This design comes from an exercise in tuning for small area, a short achievable clock period and few clock cycles on the open sky130 flow, not from production work.
Function was checked by simulation only, so behaviour that the tests miss may differ from the original.
In every run shown here, the design's own scripts or RTL, not TritonCTS, make the clock network.
The clock port is modelled as an ideal driver, which makes a skipped or thinned clock tree look cheaper than it is; a real chip needs a root buffer or a tree.
No activity file was given, so power comes from the tool's default toggle rates.

`config.mk`:
```
export PLATFORM = sky130hd
export DESIGN_NAME = sbi_monitor
export DESIGN_NICKNAME = sbi_monitor
export VERILOG_FILES = /design/flow/design.v
export SDC_FILE = /design/flow/constraint.sdc
export NUM_CORES = 4
export LEC_CHECK = 0
export ABC_AREA = 1
export CAP_MARGIN = 20
export CORE_MARGIN = 2
export CORE_UTILIZATION = 40
export SLEW_MARGIN = 20
```
`constraint.sdc`:
```
create_clock -name core_clock -period 10.0 [get_ports {clk}]
set_input_delay 2.0000 -clock core_clock [delete_from_list [all_inputs] [get_ports {clk}]]
set_output_delay 2.0000 -clock core_clock [all_outputs]
set_load 0.01 [all_outputs]
```
`design.v`:
```
module sbi_monitor (
    input  wire         clk,
    input  wire         rst,
    input  wire         svc_start,
    output wire         svc_ready,
    output wire         svc_done,
    output wire         svc_pending,
    output wire         svc_err,
    output wire         mem_req,
    output wire         mem_we,
    output wire         mem_batch,
    output wire [3:0]   mem_word,
    output wire [31:0]  mem_wdata,
    input  wire         mem_ack,
    input  wire         mem_ok,
    input  wire [255:0] mem_rdata,
    output wire         fatal,
    output wire         rst_req_valid,
    output wire [31:0]  rst_req_type,
    output wire [31:0]  rst_req_reason,
    output wire         ev_valid,
    output wire [1:0]   ev_kind,
    output wire [4:0]   ev_len,
    output wire [127:0] ev_line
);
    localparam [31:0] EID_CONSOLE = 32'h0000_0001;
    localparam [31:0] EID_BASE    = 32'h0000_0010;
    localparam [31:0] EID_SRST    = 32'h5352_5354;
    localparam [7:0]  NEWLINE     = 8'h0A;
    reg s_poll, s_read, s_werr, s_wval, s_clr, s_done;
    reg req_q, we_q, w0_q, w3_q, rdy_q;
    reg b_q;           
    reg [1:0] retry;
    reg fatal_q, pend_q, err_q;
    reg c_putc;        
    reg c_nl;          
    reg c_rst;         
    reg c_f1;          
    reg c_v24;         
    reg c_f2;          
    reg c_p3;          
    reg c_f6;          
    reg [7:0]  c_chr;  
    reg [63:0] stg;    
    reg wd_e;          
    reg wd_f1;         
    reg wd_24;         
    reg [7:0] wd_lo;   
    reg [127:0] lb;
    reg [4:0]   len;
    reg         w_pend;    
    reg         nl_pend;   
    reg         r_pend;    
    reg         rv_q;
    reg [31:0]  rt_q, rr_q;
    reg         ev_v;
    reg         ev_k0;     
    wire [31:0] r_eid = mem_rdata[31:0];
    wire [31:0] r_fid = mem_rdata[63:32];
    wire [31:0] r_a0  = mem_rdata[95:64];
    wire fid_hi0  = (r_fid[31:3] == 29'd0);
    wire fid0     = fid_hi0 && (r_fid[2:0] == 3'd0);
    wire is_base  = (r_eid == EID_BASE);
    wire d_putc   = (r_eid == EID_CONSOLE) && fid0;
    wire d_rst    = (r_eid == EID_SRST) && fid0;
    wire d_base   = is_base && fid_hi0 && (r_fid[2:0] != 3'd7);
    wire d_uns    = !(d_putc || d_rst || d_base);
    wire bf0      = is_base && fid0;
    wire bf1      = is_base && fid_hi0 && (r_fid[2:0] == 3'd1);
    wire bf2      = is_base && fid_hi0 && (r_fid[2:0] == 3'd2);
    wire bf3      = is_base && fid_hi0 && (r_fid[2:0] == 3'd3);
    wire bf6      = is_base && fid_hi0 && (r_fid[2:0] == 3'd6);
    wire probe    = (r_a0 == EID_BASE) || (r_a0 == EID_CONSOLE) || (r_a0 == EID_SRST);
    wire [7:0] val_lo = ({8{c_putc}} & c_chr) |
                        {5'd0, c_f2, c_f2, c_f2 | c_f6 | c_p3};
    assign svc_ready   = rdy_q;
    assign svc_done    = s_done;
    assign svc_pending = pend_q;
    assign svc_err     = err_q;
    assign mem_req   = req_q;
    assign mem_we    = we_q;
    assign mem_batch = b_q;
    assign mem_word  = {w3_q, 1'b0, s_wval, w0_q};
    assign mem_wdata = {wd_e,  wd_f1, wd_e,  wd_e,  wd_e,  wd_f1, wd_f1, wd_24,
                        wd_e,  wd_f1, wd_e,  wd_e,  wd_e,  wd_f1, wd_e,  wd_e,
                        wd_e,  wd_f1, wd_e,  wd_e,  wd_f1, wd_f1, wd_e,  wd_f1,
                        wd_lo};
    assign fatal          = fatal_q;
    assign rst_req_valid  = rv_q;
    assign rst_req_type   = rt_q;
    assign rst_req_reason = rr_q;
    assign ev_valid = ev_v;
    assign ev_kind  = {fatal_q, ev_k0};
    assign ev_len   = len;
    assign ev_line  = {lb[127:64], stg};
    wire start     = svc_start && rdy_q;
    wire poll_nz   = (mem_rdata[31:0] != 32'd0);
    wire fail      = mem_ack && !mem_ok && req_q;
    wire last_fail = fail && (retry == 2'd3);
    wire commit    = s_clr && mem_ack && mem_ok;
    wire fin       = fail || commit || (s_poll && mem_ack && mem_ok && !poll_nz);
    wire adv_read  = s_poll && mem_ack && mem_ok && poll_nz;
    wire adv_werr  = s_read && mem_ack && mem_ok;
    wire adv_wval  = s_werr && mem_ack && mem_ok;
    wire adv_clr   = s_wval && mem_ack && mem_ok;
    integer k;
    always @(posedge clk) begin
        if (rst) begin
            s_poll  <= 1'b0;
            s_read  <= 1'b0;
            s_werr  <= 1'b0;
            s_wval  <= 1'b0;
            s_clr   <= 1'b0;
            s_done  <= 1'b0;
            req_q   <= 1'b0;
            we_q    <= 1'b0;
            w0_q    <= 1'b0;
            w3_q    <= 1'b0;
            rdy_q   <= 1'b1;
            retry   <= 2'd0;
            fatal_q <= 1'b0;
            rv_q    <= 1'b0;
            ev_v    <= 1'b0;
            w_pend  <= 1'b0;
            nl_pend <= 1'b0;
            r_pend  <= 1'b0;
            len     <= 5'd0;
        end else begin
            s_poll <= start || (s_poll && !mem_ack);
            s_read <= adv_read || (s_read && !mem_ack);
            s_werr <= adv_werr || (s_werr && !mem_ack);
            s_wval <= adv_wval || (s_wval && !mem_ack);
            s_clr  <= adv_clr || (s_clr && !mem_ack);
            s_done <= fin;
            req_q  <= start || (req_q && !fin);
            we_q   <= adv_werr || (we_q && !fin);
            w0_q   <= adv_read || adv_werr || ((s_read || s_werr) && !mem_ack);
            w3_q   <= adv_werr || adv_wval || ((s_werr || s_wval) && !mem_ack);
            if (start) begin
                rdy_q  <= 1'b0;
                pend_q <= 1'b0;
                err_q  <= 1'b0;
            end
            if (fin)
                rdy_q <= !last_fail;
            if (s_poll && mem_ack)
                pend_q <= mem_ok && poll_nz;
            if (fail) begin
                err_q <= 1'b1;
                retry <= retry + 2'd1;
            end else if (fin) begin
                retry <= 2'd0;
            end
            if (last_fail)
                fatal_q <= 1'b1;
            ev_v    <= last_fail || (commit && ((c_putc && (c_nl || len[4])) || c_rst));
            w_pend  <= commit && c_putc && !c_nl;
            nl_pend <= commit && c_putc && c_nl;
            r_pend  <= commit && c_rst;
            if (nl_pend)
                len <= 5'd0;
            else if (w_pend)
                len <= len[4] ? 5'd1 : len + 5'd1;
            if (r_pend)
                rv_q <= 1'b1;
        end
        b_q   <= adv_read || (s_read && !mem_ack);
        ev_k0 <= commit && c_rst;
        wd_e  <= (s_read & d_uns) | (s_werr & !mem_ack & wd_e);
        wd_f1 <= (s_read & d_uns) | (s_werr & (mem_ack ? c_f1 : wd_f1)) |
                 (s_wval & !mem_ack & wd_f1);
        wd_24 <= (s_read & d_uns) | (s_werr & (mem_ack ? c_v24 : wd_24)) |
                 (s_wval & !mem_ack & wd_24);
        wd_lo <= ({8{s_read & d_uns}} & 8'hFE) |
                 ({8{s_werr}} & (mem_ack ? val_lo : wd_lo)) |
                 ({8{s_wval & !mem_ack}} & wd_lo);
        if (s_read) begin
            stg    <= mem_rdata[127:64];
            c_chr  <= r_a0[7:0];
            c_putc <= d_putc;
            c_nl   <= (r_a0[7:0] == NEWLINE);
            c_rst  <= d_rst;
            c_f1   <= bf1;
            c_v24  <= bf0 || bf1;
            c_f2   <= bf2;
            c_p3   <= bf3 && probe;
            c_f6   <= bf6;
        end else if (s_clr && c_putc) begin
            stg <= lb[63:0];
        end
        for (k = 0; k < 16; k = k + 1)
            if (w_pend && len[3:0] == k)
                lb[8*k +: 8] <= c_chr;
        if (r_pend) begin
            rt_q <= stg[31:0];
            rr_q <= stg[63:32];
        end
    end
endmodule
```
`flow/run.sh`:
```
#!/bin/bash
# Standard layout with three changes: the smallest buffer on every port,
# timing repair aiming at 6.9 ns of setup slack, and a two-level clock tree
# built by flow/clock_tree.tcl in place of TritonCTS's three levels.
set -euo pipefail
bash standard.sh "BUFFER_PORTS_ARGS=-buffer_cell sky130_fd_sc_hd__buf_1" SETUP_SLACK_MARGIN=6.9 \
  PRE_CTS_TCL=$(pwd)/flow/clock_tree.tcl finish > standard.log 2>&1
```
`flow/clock_tree.tcl`:
```
# Clock tree built by hand: the clock port drives NCOL column buffers, each
# column buffer drives NROW leaf buffers, each leaf buffer a group of
# flip-flops close together.  Groups come from splitting the flip-flops into
# NCOL columns of equal count by x, then each column into NROW rows by y.
proc build_clock_tree {ncol nrow colcell leafcell} {
  set db [ord::get_db]
  set block [ord::get_db_block]
  set clk [$block findNet clk]
  set mcol [$db findMaster $colcell]
  set mleaf [$db findMaster $leafcell]
  set sinks {}
  foreach it [$clk getITerms] {
    set inst [$it getInst]
    set bb [$inst getBBox]
    set x [expr {([$bb xMin] + [$bb xMax]) / 2}]
    set y [expr {([$bb yMin] + [$bb yMax]) / 2}]
    lappend sinks [list $x $y $it]
  }
  set n [llength $sinks]
  puts "clock sinks: $n"
  set byx [lsort -integer -index 0 $sinks]
  for {set c 0} {$c < $ncol} {incr c} {
    set lo [expr {($c * $n) / $ncol}]
    set hi [expr {(($c + 1) * $n) / $ncol - 1}]
    set col [lsort -integer -index 1 [lrange $byx $lo $hi]]
    set m [llength $col]
    set cnet [odb::dbNet_create $block "clknet_col_$c"]
    $cnet setSigType CLOCK
    set lxs {}; set lys {}
    for {set r 0} {$r < $nrow} {incr r} {
      set lo2 [expr {($r * $m) / $nrow}]
      set hi2 [expr {(($r + 1) * $m) / $nrow - 1}]
      set grp [lrange $col $lo2 $hi2]
      set sx 0; set sy 0
      foreach s $grp { incr sx [lindex $s 0]; incr sy [lindex $s 1] }
      set gx [expr {$sx / [llength $grp]}]
      set gy [expr {$sy / [llength $grp]}]
      set leaf [odb::dbInst_create $block $mleaf "clkbuf_leaf_${c}_${r}"]
      $leaf setLocation $gx $gy
      $leaf setPlacementStatus PLACED
      set lnet [odb::dbNet_create $block "clknet_leaf_${c}_${r}"]
      $lnet setSigType CLOCK
      [$leaf findITerm A] connect $cnet
      [$leaf findITerm X] connect $lnet
      foreach s $grp {
        set it [lindex $s 2]
        $it disconnect
        $it connect $lnet
      }
      lappend lxs $gx; lappend lys $gy
    }
    set sx 0; set sy 0
    foreach x $lxs { incr sx $x }
    foreach y $lys { incr sy $y }
    set cb [odb::dbInst_create $block $mcol "clkbuf_col_$c"]
    $cb setLocation [expr {$sx / $nrow}] [expr {$sy / $nrow}]
    $cb setPlacementStatus PLACED
    [$cb findITerm A] connect $clk
    [$cb findITerm X] connect $cnet
  }
  $clk setSigType CLOCK
}

# Used as ORFS's PRE_CTS hook: build the tree, then stand in for
# clock_tree_synthesis, which cts.tcl calls next, so the rest of the CTS step
# (placement legalisation, timing repair) runs on this tree.
build_clock_tree 4 3 sky130_fd_sc_hd__clkbuf_16 sky130_fd_sc_hd__clkbuf_16
rename clock_tree_synthesis orfs_clock_tree_synthesis
proc clock_tree_synthesis {args} {
  puts "clock tree built by flow/clock_tree.tcl; clock_tree_synthesis $args skipped"
  set_propagated_clock [all_clocks]
}
```
`standard.sh`:
```
#!/bin/bash
# synth_recipe.tcl (not shown) runs the flow's synth.tcl, then flattens the netlist and writes it again
# the make line also repeats each setting of config.mk as NAME=value (left out here)
make -C /OpenROAD-flow-scripts/flow DESIGN_CONFIG=/design/flow/config.mk WORK_HOME=/design/flow/orfs CLKGATE_MAP_FILE= SYNTH_SCRIPT=/design/flow/synth_recipe.tcl "${@:-finish}"
```
==> results of run 1 <==
[cell families after synthesis]
kind of cell               share of synthesized area, %
and+or+nand+nor                                    11.9
AOI/OAI and AO/OA                                  3.45
adders and majority gates                         0.525
buffers and inverters                              8.67
DFF                                                75.3
other                                            0.0315
xor gates and xnor gates                         0.0736
[metal layers]
layer / vias to the layer above / wire length, um / GRT usage (%)
li1: 3581 / - / -
met1: 3576 / 12200 / 24.2
met2: 359 / 13800 / 30.4
met3: 37 / 2220 / 2.17
met4: 0 / 733 / 3.96
met5: - / 0 / 0
[sequential cells by signal (all words and copies together), names as in the netlist, 2 cells and up]
register / flops
c_chr: 8
lb: 128
len: 5
retry: 2
rr_q: 32
rt_q: 32
stg: 64
wd_lo: 8
[timing repair]
item,CTS,global route
resized for setup,2,3
endpoints found under the setup margin,17,3
hold endpoints to repair,0,0
[area by class of cell]
cell class / instances / area share (%)
plain buffers: 16 / 2.97
inverters: 70 / 1.95
multi-input cells: 426 / 14.2
flip-flops and latches: 311 / 66.5
well taps: 390 / 3.62
repair buffers: 381 / 10.7
[worst paths after layout]
check / slack [ns] / endpoint / depth (start not counted) / start
worst max-delay path: 7.00 / mem_wdata[17] / 1 / wd_e$_DFF_P_
worst min-delay path: 0.46 / rt_q[22]$_DFFE_PP_ / 0 / stg[22]$_DFFE_PP_
worst max register to register: 7.77 / w3_q$_SDFF_PP0_ / 7 / s_read$_SDFF_PP0_
worst min register to register: 0.46 / rt_q[22]$_DFFE_PP_ / 0 / stg[22]$_DFFE_PP_
[Yosys cell counts]
cell / n
or2_2: 2
dfxtp_1: 37
nor2_2: 1
a221oi_1: 2
buf_4: 94
o21ai_2: 1
a22o_1: 7
and3_1: 1
inv_1: 69
nor3_1: 6
nand3_2: 1
a2111oi_0: 1
clkbuf_1: 13
nor2_4: 2
a31oi_1: 1
o21ai_0: 42
xor2_1: 1
nand2_2: 4
a21o_1: 1
or2_1: 1
nand3_1: 19
ha_1: 5
nand2_1: 203
inv_2: 1
nor3_2: 1
a21oi_1: 15
nor4_1: 4
nand4_1: 11
buf_2: 3
o31ai_1: 1
edfxtp_1: 274
conb_1: 1
o21a_1: 1
nor2_1: 91
[stage by stage]
| step | total power (uW) | utilization [%] | hold WS, ns | instances |
|---|---|---|---|---|
| finish | 2140 | 45.8 | 0.458 | 1594 |
| floorplan | 1480 | - | 0.410 | 917 |
| detailed placement | 1520 | 44.4 | 0.436 | 1578 |
| global placement | 1510 | 44.4 | 0.431 | 1578 |
| global route | 2210 | 45.8 | 0.467 | 1594 |
| CTS | 2160 | 45.8 | 0.460 | 1594 |
[power by group through the flow]
stage | Clock [uW] | Combinational (uW) | Sequential (uW)
2_1_floorplan | 0 | 30.8 | 1440
3_3_place_gp | 0 | 69.2 | 1440
3_5_place_dp | 0 | 70.3 | 1450
4_1_cts | 677 | 70.7 | 1420
5_1_grt | 713 | 79.4 | 1420
6_report | 654 | 69.7 | 1420
==> impl_metrics.json, run 1 <==
{
  "swShare_pct": 19.6,
  "synth_cell_types": 34,
  "start_kind": "flop",
  "antenna_left": 0,
  "synthCells": 917,
  "start_util_pct": 40.4,
  "cap_violations": 0,
  "crit_buf_inv": 1,
  "cp_max_fo": 15,
  "grt_pass1_vias": 7229,
  "synth_top_area_share_pct": 69.1,
  "path_clk_slew_ns": 0.10,
  "place_area_um2": 13100,
  "relSlewSlack_pct": 33.7,
  "setup_viol": 0,
  "rsz0062_at_grt": "false",
  "worst_pin_slew_ns": 0.995,
  "final_cell_mix": "376 x buf_1, 274 x edfxtp_1, 203 x nand2_1, 89 x nor2_1, 68 x inv_1",
  "dpl.hpwl_mm": 20.5,
  "viasPerCell": 4.74,
  "wl_mm": 29.0,
  "pwr-share-clk_pct": 30.6,
  "drive_above_1_share_pct": 3.57,
  "cts_setup_buffers": 0,
  "antenna_found_initial": 0,
  "fp.dieH_um": 177,
  "dieArea_um2": 31200,
  "yosys.area.top_type": "edfxtp_1",
  "seq_power_share_pct": 66.2,
  "pre_cts_ws_ns": 6.62,
  "seqCellArea_um2": 8970,
  "synth-seq-area-share_pct": 75.3,
  "insertion_delay_ns": 0.32,
  "status": "no timing/DRC/antenna violations",
  "vias": 7553,
  "tns_ns": 0,
  "power_leakage_uw": 0.00461,
  "fillCellCount": 2773,
  "final_common_cell": "buf_1",
  "cp_top_family": "flip-flops",
  "slowest_delay_ns": 0.49,
  "end_kind": "output port",
  "area_growth_pct": 13.4,
  "max_freq_mhz": 333,
  "ir_drop_mv": 0.0990,
  "io_buffers": 376,
  "synth.area.top_cells": "edfxtp_1 69%, nand2_1 6.4%, dfxtp_1 6.2%",
  "ys_warn_count": 1,
  "grt_overflow": 0,
  "min_period_over_period_pct": 30.0,
  "core_um2": 29500,
  "grt_max_degree": 92,
  "period_needed_ns": 3.00,
  "synth_area_um2": 11900,
  "pin_count": 506,
  "nets": 1472,
  "final_cell_area_um2": 13500,
  "rows": 63,
  "slowest_stage": "dfxtp_2",
  "drt-pass1-iter-count": 5,
  "drt_iter0_drc": 563,
  "powerDensity_nw_per_um2": 158,
  "min_path_type": "flop to flop",
  "worst_slack_ns": 7.00,
  "hold_violations": 0,
  "critPathArrivalTime_ns": 1.00,
  "required_ns": 8.00,
  "skew_ns": 0.0179,
  "slew_viol_final": 0,
  "grt.total_usage_pct": 17.7,
  "cts_hold_buf": 0,
  "path_cells": "buf_1",
  "critPathKind": "flop to output port",
  "grt_pass1_wl_mm": 42.1,
  "power_switching_uw": 418,
  "post_drt_wl_per_cell_um": 18.2,
  "die_w_um": 177,
  "drc": 0,
  "p_int_uw": 1720,
  "synth-seq-cells": 311,
  "syn_nets": 1183,
  "gp_congestion": 0.770,
  "syn_area_per_cell_um2": 13.0,
  "multi_input_area_um2": 1920,
  "p_comb_share_pct": 3.3,
  "insertedDiodeCount": 0
}
Testbench counts, summed over its fixed seeds: cycles 6,880.
==> run 2: changes to the inputs <==
==> flow/run.sh (replaced) <==
#!/bin/bash
# Standard layout with three changes: the smallest buffer on every port,
# timing repair aiming at 7.1 ns of setup slack, and a two-level clock tree
# built by flow/clock_tree.tcl in place of TritonCTS's three levels.
set -euo pipefail
bash standard.sh "BUFFER_PORTS_ARGS=-buffer_cell sky130_fd_sc_hd__buf_1" SETUP_SLACK_MARGIN=7.1 \
  PRE_CTS_TCL=$(pwd)/flow/clock_tree.tcl finish > standard.log 2>&1
==> run 2 against run 1 <==
Net effect:
- still clean
- area after synthesis unchanged
- cell count grew 1.7%
- worst setup slack improved by 0.043 ns
- synthesized cell count unchanged
- die area is the same
- global-route usage grew 0.13 points
- largest cell class unchanged
==> impl_metrics.json, run 2 <==
{
  "required_ns": 8.00,
  "synth_area_um2": 11900,
  "min_path_type": "flop to flop",
  "skew_ns": 0.0146,
  "path_cells": "buf_4, buf_2",
  "yosys.area.top_type": "edfxtp_1",
  "syn_nets": 1183,
  "final_cell_area_um2": 14000,
  "grt_max_degree": 92,
  "status": "no timing/DRC/antenna violations",
  "post_drt_wl_per_cell_um": 18.4,
  "pre_cts_ws_ns": 6.60,
  "dieArea_um2": 31200,
  "largest_reg_flops": 128,
  "synth-seq-cells": 311,
  "top_register": "lb",
  "end_kind": "output port",
  "stdcell_count": 1621,
  "ff2ff_path_depth": 6,
  "antenna_left": 0,
  "dpl.hpwl_mm": 20.7,
  "hold_depth": 0,
  "critPathKind": "flop to output port",
  "cp_max_fo": 3,
  "slowest_delay_ns": 0.37,
  "io_buffers": 376,
  "viasPerCell": 4.72,
  "drt-pass1-iter-count": 5,
  "synth-edff-count": 274,
  "grt.total_usage_pct": 17.9,
  "vias": 7646,
  "grt_pass1_vias": 7264,
  "grt_overflow": 0,
  "hold_violations": 0,
  "multi_input_area_um2": 1980,
  "synth-seq-area-share_pct": 75.3,
  "pin_count": 506,
  "worst_slack_ns": 7.04,
  "core_um2": 29500,
  "cap_violations": 0,
  "worst_pin_slew_ns": 0.989,
  "start_util_pct": 40.4,
  "insertion_delay_ns": 0.32,
  "synth_cell_types": 34,
  "seqCellArea_um2": 8990,
  "drc": 0,
  "period_needed_ns": 2.96,
  "nets": 1498,
  "gp_congestion": 0.772,
  "power_leakage_uw": 0.00500,
  "min_from": "stg[50]$_DFFE_PP_",
  "slowest_stage": "dfxtp_4",
  "final_cell_mix": "307 x buf_1, 274 x edfxtp_1, 201 x nand2_1, 83 x nor2_1, 68 x inv_1",
  "syn_area_per_cell_um2": 13.0,
  "drive_above_1_share_pct": 12.6,
  "place_area_um2": 13100,
  "synthCells": 917,
  "synth-main-ff-cell": "edfxtp_1",
  "hold-path-endpoint": "rr_q[18]$_DFFE_PP_",
  "synth_top_area_share_pct": 69.1,
  "reg2reg_from": "s_read$_SDFF_PP0_",
  "ir_drop_mv": 0.113,
  "drt_iter0_drc": 527,
  "powerDensity_nw_per_um2": 154,
  "worst_r2r_endpoint": "w3_q$_SDFF_PP0_",
  "setup_viol": 0,
  "relSlewSlack_pct": 34.1,
  "min_period_over_period_pct": 29.6,
  "synth_most_common_cell": "edfxtp_1",
  "synth_commonest_cells": "274 x edfxtp_1, 203 x nand2_1, 94 x buf_4",
  "ff2ff_setup_slack_ns": 8.18,
  "postSynth.asyncResetShare_pct": 0,
  "ys_warn_count": 1,
  "synth.area.top_cells": "edfxtp_1 69%, nand2_1 6.4%, dfxtp_1 6.2%",
  "rsz0062_at_grt": "true",
  "start_kind": "flop",
  "fp.dieH_um": 177,
  "rows": 63,
  "grt_pass1_wl_mm": 42.5,
  "path_clk_slew_ns": 0.10,
  "final_common_cell": "buf_1",
  "tns_ns": 0,
  "area_growth_pct": 17.4,
  "wl_mm": 29.9,
  "dp_cells": 1577,
  "die_w_um": 177,
  "power_uw": 2150,
  "critPathArrivalTime_ns": 0.96,
  "largestRegisters": "lb: 128 flops, stg: 64 flops",
  "max_freq_mhz": 338,
  "fillCellCount": 2731,
  "antenna_found_initial": 1,
  "slew_viol_final": 0
}
[run 2: cell count changes in the layout (fill, tap and decap cells not counted), moves of 5 or more]
cell | previous run | this run
buf_2 | 0 | 15
buf_4 | 5 | 29
buf_1 | 376 | 307
nor2_1 | 89 | 83
buf_6 | 0 | 17
dfxtp_1 | 32 | 26
dfxtp_4 | 0 | 5
nor2_2 | 3 | 8
clkbuf_2 | 0 | 37
[run 2: worst max path at each step]
| stage | from | end | slack [ns] | depth (start not counted) |
|---|---|---|---|---|
| 2_1_floorplan | mem_rdata[37] | wd_lo[1]$_DFF_P_ | 7.05 | 7 |
| 3_3_place_gp | rst | w0_q$_SDFF_PP0_ | 6.66 | 3 |
| 5_1_grt | wd_e$_DFF_P_ | mem_wdata[28] | 7.00 | 2 |
| 6_report | wd_e$_DFF_P_ | mem_wdata[17] | 7.04 | 2 |
| 4_1_cts | wd_e$_DFF_P_ | mem_wdata[9] | 7.01 | 2 |
| 3_5_place_dp | mem_rdata[11] | c_f6$_DFFE_PP_ | 6.60 | 8 |
[run 2: cells by family (layout without fill, tap and decap cells)]
logic type / count (synthesis) / in the layout / synth area share, %
AO/OA/AOI/OAI: 72 / 72 / 3.45
buffers and inverters: 180 / 493 / 8.67
adder cells (fa/ha/maj): 5 / 5 / 0.525
flip-flops: 311 / 311 / 75.3
XOR/XNOR: 1 / 1 / 0.0736
other: 1 / 2 / 0.0315
AND/OR/NAND/NOR: 347 / 347 / 11.9
[run 2: critical path: cells and delay by family (launching register included)]
family | cells | cell delay (ns)
flops | 1 | 0.37
buf+inv | 2 | 0.27
[run 2: cell type report]
cell class	count	area share, %
Antenna cell	1	0.0179
Tap cell	390	3.49
Multi-Input combinational cell	426	14.2
Buffer	16	2.86
Timing Repair Buffer	407	13.2
Sequential cell	311	64.4
Inverter	70	1.88
[run 2: stage by stage]
step	util [%]	hold slack, ns
2_1_floorplan	-	0.410
3_3_place_gp	44.4	0.431
3_5_place_dp	44.4	0.432
4_1_cts	46.6	0.455
5_1_grt	47.4	0.469
6_report	47.4	0.457
[run 2: per-layer routing]
metal	GRT usage [%]	wire length (um)	up-vias
met5	0	0	-
met4	2.93	503	0
met3	2.65	2200	28
met2	30.6	14400	336
met1	24.5	12800	3648
li1	-	-	3634
[run 2: power by group]
part / switching [uW] / total, uW / internal [uW] / leakage, uW
sequential: 8.55 / 1410 / 1410 / 0.00276
combinational: 48.8 / 77.9 / 29.1 / 0.00204
clock: 368 / 658 / 290 / 0.000197
[run 2: repair_timing]
action	4_1_cts	5_1_grt
resized for setup	54	80
hold buffers	0	0
setup buffers	14	13
endpoints found under the setup margin	73	101
pin swaps	0	4
==> run 3: changes to the inputs <==
==> flow/run.sh (replaced) <==
#!/bin/bash
# Standard layout with three changes: the smallest buffer on every port,
# timing repair aiming at 7 ns of setup slack, and a two-level clock tree
# built by flow/clock_tree.tcl in place of TritonCTS's three levels.
set -euo pipefail
bash standard.sh "BUFFER_PORTS_ARGS=-buffer_cell sky130_fd_sc_hd__buf_1" SETUP_SLACK_MARGIN=7.0 \
  PRE_CTS_TCL=$(pwd)/flow/clock_tree.tcl finish > standard.log 2>&1
--- a/config.mk
+++ b/config.mk
@@ -11,2 +11,3 @@
 export CORE_UTILIZATION = 40
+export PLACE_DENSITY = 0.75
 export SLEW_MARGIN = 20
==> run 3 against run 2 <==
Net effect:
- still clean
- first-iteration DRC count up 10%
- area after synthesis unchanged
- critical path depth down 1
- cell count down 1.6%
- worst setup slack better by 0.013 ns
- clock skew up 0.0024 ns
- combinational power down 6.7%
- design area down 3.2%
- routed wire length down 2.9%
- register-to-register slack worse by 0.18 ns
- sequential power about the same
- worst hold slack worse by 0.0022 ns
- highest routed layer unchanged
==> impl_metrics.json, run 3 <==
{
  "pin_count": 506,
  "yosys.area.top_type": "edfxtp_1",
  "post_drt_wl_per_cell_um": 18.2,
  "worst_pin_slew_ns": 0.960,
  "cts_setup_buffers": 0,
  "drt_iter0_drc": 580,
  "largestRegisters": "lb: 128 flops, stg: 64 flops",
  "fp.dieH_um": 177,
  "grt.total_usage_pct": 17.3,
  "drive_above_1_share_pct": 4.24,
  "start_util_pct": 40.4,
  "final_common_cell": "buf_1",
  "slowest_stage": "dfxtp_1",
  "rows": 63,
  "synth_commonest_cells": "274 x edfxtp_1, 203 x nand2_1, 94 x buf_4",
  "synthMuxAreaShare_pct": 0,
  "power_leakage_uw": 0.00462,
  "insertion_delay_ns": 0.31,
  "syn_area_per_cell_um2": 13.0,
  "synth_xor_area_share_pct": 0.0736,
  "max_freq_mhz": 339,
  "dpl.hpwl_mm": 20.7,
  "nets": 1472,
  "crit_start": "len[1]$_SDFFE_PP0P_",
  "gp_congestion": 0.859,
  "antenna_left": 0,
  "io_buffers": 376,
  "ir_drop_mv": 0.129,
  "wl_mm": 29.0,
  "min_path_type": "flop to flop",
  "path_clk_slew_ns": 0.09,
  "grt_pass1_vias": 7444,
  "min_from": "stg[9]$_DFFE_PP_",
  "cp_max_fo": 6,
  "min_period_over_period_pct": 29.5,
  "powerDensity_nw_per_um2": 158,
  "setup_viol": 0,
  "status": "no timing/DRC/antenna violations",
  "drt-pass1-iter-count": 5,
  "grt_max_degree": 93,
  "critPathArrivalTime_ns": 0.95,
  "holdWs_ns": 0.455,
  "dieArea_um2": 31200,
  "start_kind": "flop",
  "skew_ns": 0.0170,
  "synth_area_um2": 11900,
  "largest_reg_flops": 128,
  "vias": 7614,
  "tns_ns": 0,
  "rsz0062_at_grt": "true",
  "grt_overflow": 0,
  "drc": 0,
  "die_w_um": 177,
  "top_register": "lb",
  "synth-seq-cells": 311,
  "slew_viol_final": 0,
  "syn_nets": 1183,
  "final_cell_mix": "372 x buf_1, 274 x edfxtp_1, 203 x nand2_1, 86 x nor2_1, 68 x inv_1",
  "synth_most_common_cell": "edfxtp_1",
  "cap_violations": 0,
  "critPathKind": "flop to output port",
  "end_kind": "output port",
  "grt_pass1_wl_mm": 41.1,
  "synth_cell_types": 34,
  "path_cells": "clkbuf_2",
  "synth_compound_area_share_pct": 3.45,
  "cp_top_family": "flip-flops",
  "required_ns": 8.00,
  "synthAdderAreaFrac_pct": 0.525,
  "fillCellCount": 2660,
  "reg2reg_from": "s_read$_SDFF_PP0_",
  "antenna_found_initial": 0,
  "slowest_delay_ns": 0.45,
  "core_um2": 29500,
  "ys_warn_count": 1,
  "synth.area.top_cells": "edfxtp_1 69%, nand2_1 6.4%, dfxtp_1 6.2%",
  "synth-seq-area-share_pct": 75.3,
  "synth_top_family_by_area": "simple AND/OR/NAND/NOR gates",
  "period_needed_ns": 2.95,
  "crit_buf_inv": 1,
  "hold_violations": 0,
  "yosys.area_share.simple_pct": 11.9,
  "area_growth_pct": 13.6,
  "synth-edff-count": 274,
  "relSlewSlack_pct": 36.0,
  "synth_top_area_share_pct": 69.1,
  "viasPerCell": 4.77,
  "synth-main-ff-cell": "edfxtp_1",
  "postSynth.asyncResetShare_pct": 0,
  "synthCells": 917
}
==> run 3: final cells by class <==
type / count / area, um^2 / area share (%)
multi-input combinational: 426 / 1940 / 14.3
antenna: 1 / 2.50 / 0.0185
sequential: 311 / 8980 / 66.3
tap: 390 / 488 / 3.61
inverter: 70 / 263 / 1.94
timing repair buffer: 381 / 1460 / 10.8
buffer: 16 / 400 / 2.96
==> run 3: path summary, 6_finish.rpt <==
check	depth (start not counted)	to	slack [ns]
hold / removal	0	rt_q[9]$_DFFE_PP_	0.46
setup reg to reg	4	stg[59]$_DFFE_PP_	8.00
hold reg to reg	0	rt_q[9]$_DFFE_PP_	0.46
setup / recovery	1	ev_len[1]	7.05
==> run 3: what timing repair did <==
action,CTS,global route
endpoints found under the setup margin,30,38
hold buffers,0,0
gates resized for setup,6,11
endpoints found under the hold margin,0,0
==> run 3: cells by family (layout without fill, tap and decap cells) <==
| group | count (synthesis) | in the layout |
|---|---|---|
| compound gates | 72 | 72 |
| xor+xnor | 1 | 1 |
| buf+inv | 180 | 467 |
| fa+ha+maj | 5 | 5 |
| simple gates | 347 | 347 |
| other cells | 1 | 2 |
| flops | 311 | 311 |
==> run 3: per-layer routing <==
layer / vias up / wire, um / global-route usage (%)
met5: - / 0 / 0
met3: 44 / 2210 / 3.14
li1: 3582 / - / -
met4: 0 / 767 / 4.79
met1: 3647 / 11700 / 21.4
met2: 341 / 14300 / 31.1
==> run 3: stage by stage <==
stage / setup slack [ns] / util (%) / area [um^2] / std cells / total power (uW)
after floorplan: 7.03 / - / 11900 / 917 / 1480
after global placement: 6.56 / 44.4 / 13100 / 1578 / 1510
after detailed placement: 6.55 / 44.4 / 13100 / 1578 / 1520
after CTS: 7.01 / 45.8 / 13500 / 1594 / 2150
after global routing: 6.96 / 45.9 / 13500 / 1594 / 2200
final: 7.05 / 45.9 / 13500 / 1595 / 2140
==> run 3: where the power goes <==
part | internal (uW) | total [uW] | switching (uW)
clock network | 290 | 648 | 358
logic | 24.5 | 72.7 | 48.2
registers | 1410 | 1410 | 8.45
total | 1720 | 2140 | 415
==> run 4: changes to the inputs <==
--- a/config.mk
+++ b/config.mk
@@ -11,3 +11,2 @@
 export CORE_UTILIZATION = 40
-export PLACE_DENSITY = 0.75
 export SLEW_MARGIN = 20
==> run 4 against run 3 <==
Net effect:
- global-route usage rose by 0.40 points
- die area did not move
- critical path type unchanged
- via count fell by 0.66%
- flip-flop and latch count did not move
- still clean on timing, DRC and antenna
- worst setup slack got worse by 0.021 ns
- sequential share of layout area fell by 0.16 points
==> impl_metrics.json, run 4 <==
{
  "synth.area.top_cells": "edfxtp_1 69%, nand2_1 6.4%, dfxtp_1 6.2%",
  "synth_most_common_cell": "edfxtp_1",
  "skew_ns": 0.0174,
  "synth_cell_types": 34,
  "critPathArrivalTime_ns": 0.97,
  "io_buffers": 376,
  "start_util_pct": 40.4,
  "start_kind": "flop",
  "relSlewSlack_pct": 32.7,
  "synth_top_area_share_pct": 69.1,
  "crit_buf_inv": 1,
  "post_drt_wl_per_cell_um": 18.2,
  "powerDensity_nw_per_um2": 158,
  "gp_congestion": 0.770,
  "dpl.hpwl_mm": 20.5,
  "top_register": "lb",
  "rsz0062_at_grt": "true",
  "area_growth_pct": 14.0,
  "path_clk_slew_ns": 0.10,
  "cts_hold_buf": 0,
  "core_um2": 29500,
  "antenna_found_initial": 0,
  "drt-pass1-iter-count": 6,
  "end_kind": "output port",
  "max_freq_mhz": 337,
  "grt_overflow": 0,
  "synth-main-ff-cell": "edfxtp_1",
  "die_w_um": 177,
  "synth_commonest_cells": "274 x edfxtp_1, 203 x nand2_1, 94 x buf_4",
  "min_period_over_period_pct": 29.7,
  "insertion_delay_ns": 0.32,
  "hold_violations": 0,
  "synth-edff-count": 274,
  "rows": 63,
  "top_layer": "met4",
  "synth-seq-area-share_pct": 75.3,
  "dieArea_um2": 31200,
  "largest_reg_flops": 128,
  "min_path_type": "flop to flop",
  "drive_above_1_share_pct": 5.15,
  "syn_area_per_cell_um2": 13.0,
  "pre_cts_ws_ns": 6.62,
  "seqCellArea_um2": 8980,
  "viasPerCell": 4.74,
  "ys_warn_count": 1,
  "grt_max_degree": 92,
  "grt_pass1_vias": 7238,
  "power_leakage_uw": 0.00464,
  "vias": 7564,
  "cp_max_fo": 2,
  "syn_nets": 1183,
  "drc": 0,
  "insertedDiodeCount": 0,
  "drt_iter0_drc": 606,
  "tns_ns": 0,
  "grt_pass1_wl_mm": 42.1,
  "dr_wl_met3_mm": 2.08,
  "synth-seq-cells": 311,
  "slew_viol_final": 0,
  "synth_area_um2": 11900,
  "critPathKind": "flop to output port",
  "grt.total_usage_pct": 17.7,
  "pin_count": 506,
  "wl_met1_mm": 12.3,
  "cp_top_family": "flip-flops",
  "ir_drop_mv": 0.0987,
  "multi_input_area_um2": 1970,
  "path_cells": "buf_1",
  "fillCellCount": 2767,
  "required_ns": 8.00,
  "wl_mm": 29.0,
  "setup_viol": 0,
  "yosys.area.top_type": "edfxtp_1",
  "nets": 1473,
  "largestRegisters": "lb: 128 flops, stg: 64 flops",
  "cap_violations": 0,
  "dr_wl_met2_mm": 13.9,
  "postSynth.asyncResetShare_pct": 0,
  "fp.dieH_um": 177,
  "synthCells": 917,
  "slowest_delay_ns": 0.49,
  "slowest_stage": "edfxtp_1",
  "antenna_left": 0,
  "period_needed_ns": 2.97,
  "final_cell_mix": "370 x buf_1, 274 x edfxtp_1, 203 x nand2_1, 84 x nor2_1, 68 x inv_1",
  "final_common_cell": "buf_1",
  "worst_pin_slew_ns": 1.01,
  "worst_slack_ns": 7.03,
  "status": "no timing/DRC/antenna violations"
}
## run 4: layout make-up
type | count | area share [%]
inverter | 70 | 1.94
multi-input combinational | 426 | 14.5
sequential | 311 | 66.2
buffer | 16 | 2.95
timing repair buffer | 382 | 10.8
tap | 390 | 3.60
## run 4: cells by family after synthesis
logic type               synth area share (%)
adder cells (fa/ha/maj)                 0.525
flip-flops                               75.3
other                                  0.0315
AO/OA/AOI/OAI                            3.45
AND/OR/NAND/NOR                          11.9
buffers and inverters                    8.67
XOR/XNOR                               0.0736
## run 4: final timing paths
check                                       start           endpoint  slack [ns]  depth (start not counted)
worst min-delay path             stg[8]$_DFFE_PP_  rt_q[8]$_DFFE_PP_        0.46                          0
worst min register to register   stg[8]$_DFFE_PP_  rt_q[8]$_DFFE_PP_        0.46                          0
worst max register to register  s_read$_SDFF_PP0_    w3_q$_SDFF_PP0_        7.79                          7
worst max-delay path             stg[4]$_DFFE_PP_         ev_line[4]        7.03                          1
## run 4: repair_timing
item,in CTS,in global routing
buffers inserted,0,1
pin swaps,0,2
endpoints found under the hold margin,0,0
endpoints found under the setup margin,28,23
gates resized for setup,8,19
## run 4: metrics by stage
step | instances | hold slack (ns) | area [um^2] | util, % | total power (uW)
floorplan | 917 | 0.410 | 11900 | - | 1480
global placement | 1578 | 0.431 | 13100 | 44.4 | 1510
detailed placement | 1578 | 0.436 | 13100 | 44.4 | 1520
CTS | 1594 | 0.460 | 13500 | 45.8 | 2160
global route | 1595 | 0.467 | 13600 | 46.0 | 2210
finish | 1595 | 0.458 | 13600 | 46.0 | 2140
## run 4: metal layers
metal / up-vias / GRT usage [%]
met5: - / 0
met4: 0 / 3.96
met3: 37 / 2.17
met2: 352 / 30.4
met1: 3597 / 24.2
li1: 3578 / -
## run 4: worst reg2reg max path, delay by kind of cell, from the launching register on
family / cells / cell delay (ns)
and+or+nand+nor: 2 / 0.42
AOI/OAI and AO/OA: 1 / 0.10
DFF: 1 / 0.32
buffers and inverters: 4 / 1.27
## run 4: where the power goes
| group | internal, uW | switching [uW] |
|---|---|---|
| clock | 290 | 364 |
| sequential | 1410 | 8.86 |
| combinational | 24.6 | 46.2 |
| total | 1720 | 419 |

[separate check: timing with driven ports]
No port has a modelled driver above. Below, the same layouts with a new extraction and two added sets of constraints. Step 1 sets driving cells, clkbuf_16 on the clock port and buf_2 on the other inputs (assumed; they add their load-dependent delay and slew). Step 2 adds t to the input delays and takes it off the output delays; t is the mean of the earliest and latest rising clock arrival at the registers after step 1. Input paths then give back, and output paths get back, about the clock's delay inside the block. Three values: ideal ports, drivers, drivers and shift; two values: the first two.
run | t (ns) | slack for setup (ns) | hold WS [ns] | latest minus earliest clock arrival (ns) | cell pins on the clock port's net
run 1 | 0.401 | 6.997 / 6.909 / 6.676 | 0.458 / 0.458 / 0.458 | 0.020 / 0.020 | 4
run 2 | 0.393 | 7.040 / 6.955 / 6.695 | 0.457 / 0.457 / 0.457 | 0.018 / 0.018 | 4
run 3 | 0.406 | 7.052 / 6.955 / 6.716 | 0.455 / 0.455 / 0.455 | 0.021 / 0.020 | 4
run 4 | 0.400 | 7.032 / 6.944 / 6.746 | 0.458 / 0.458 / 0.458 | 0.019 / 0.019 | 4
After both steps setup and hold are still met in every run listed. For run 2, which loses most, drivers alone change the setup slack by -0.085 ns; drivers and shift together by -0.345 ns.
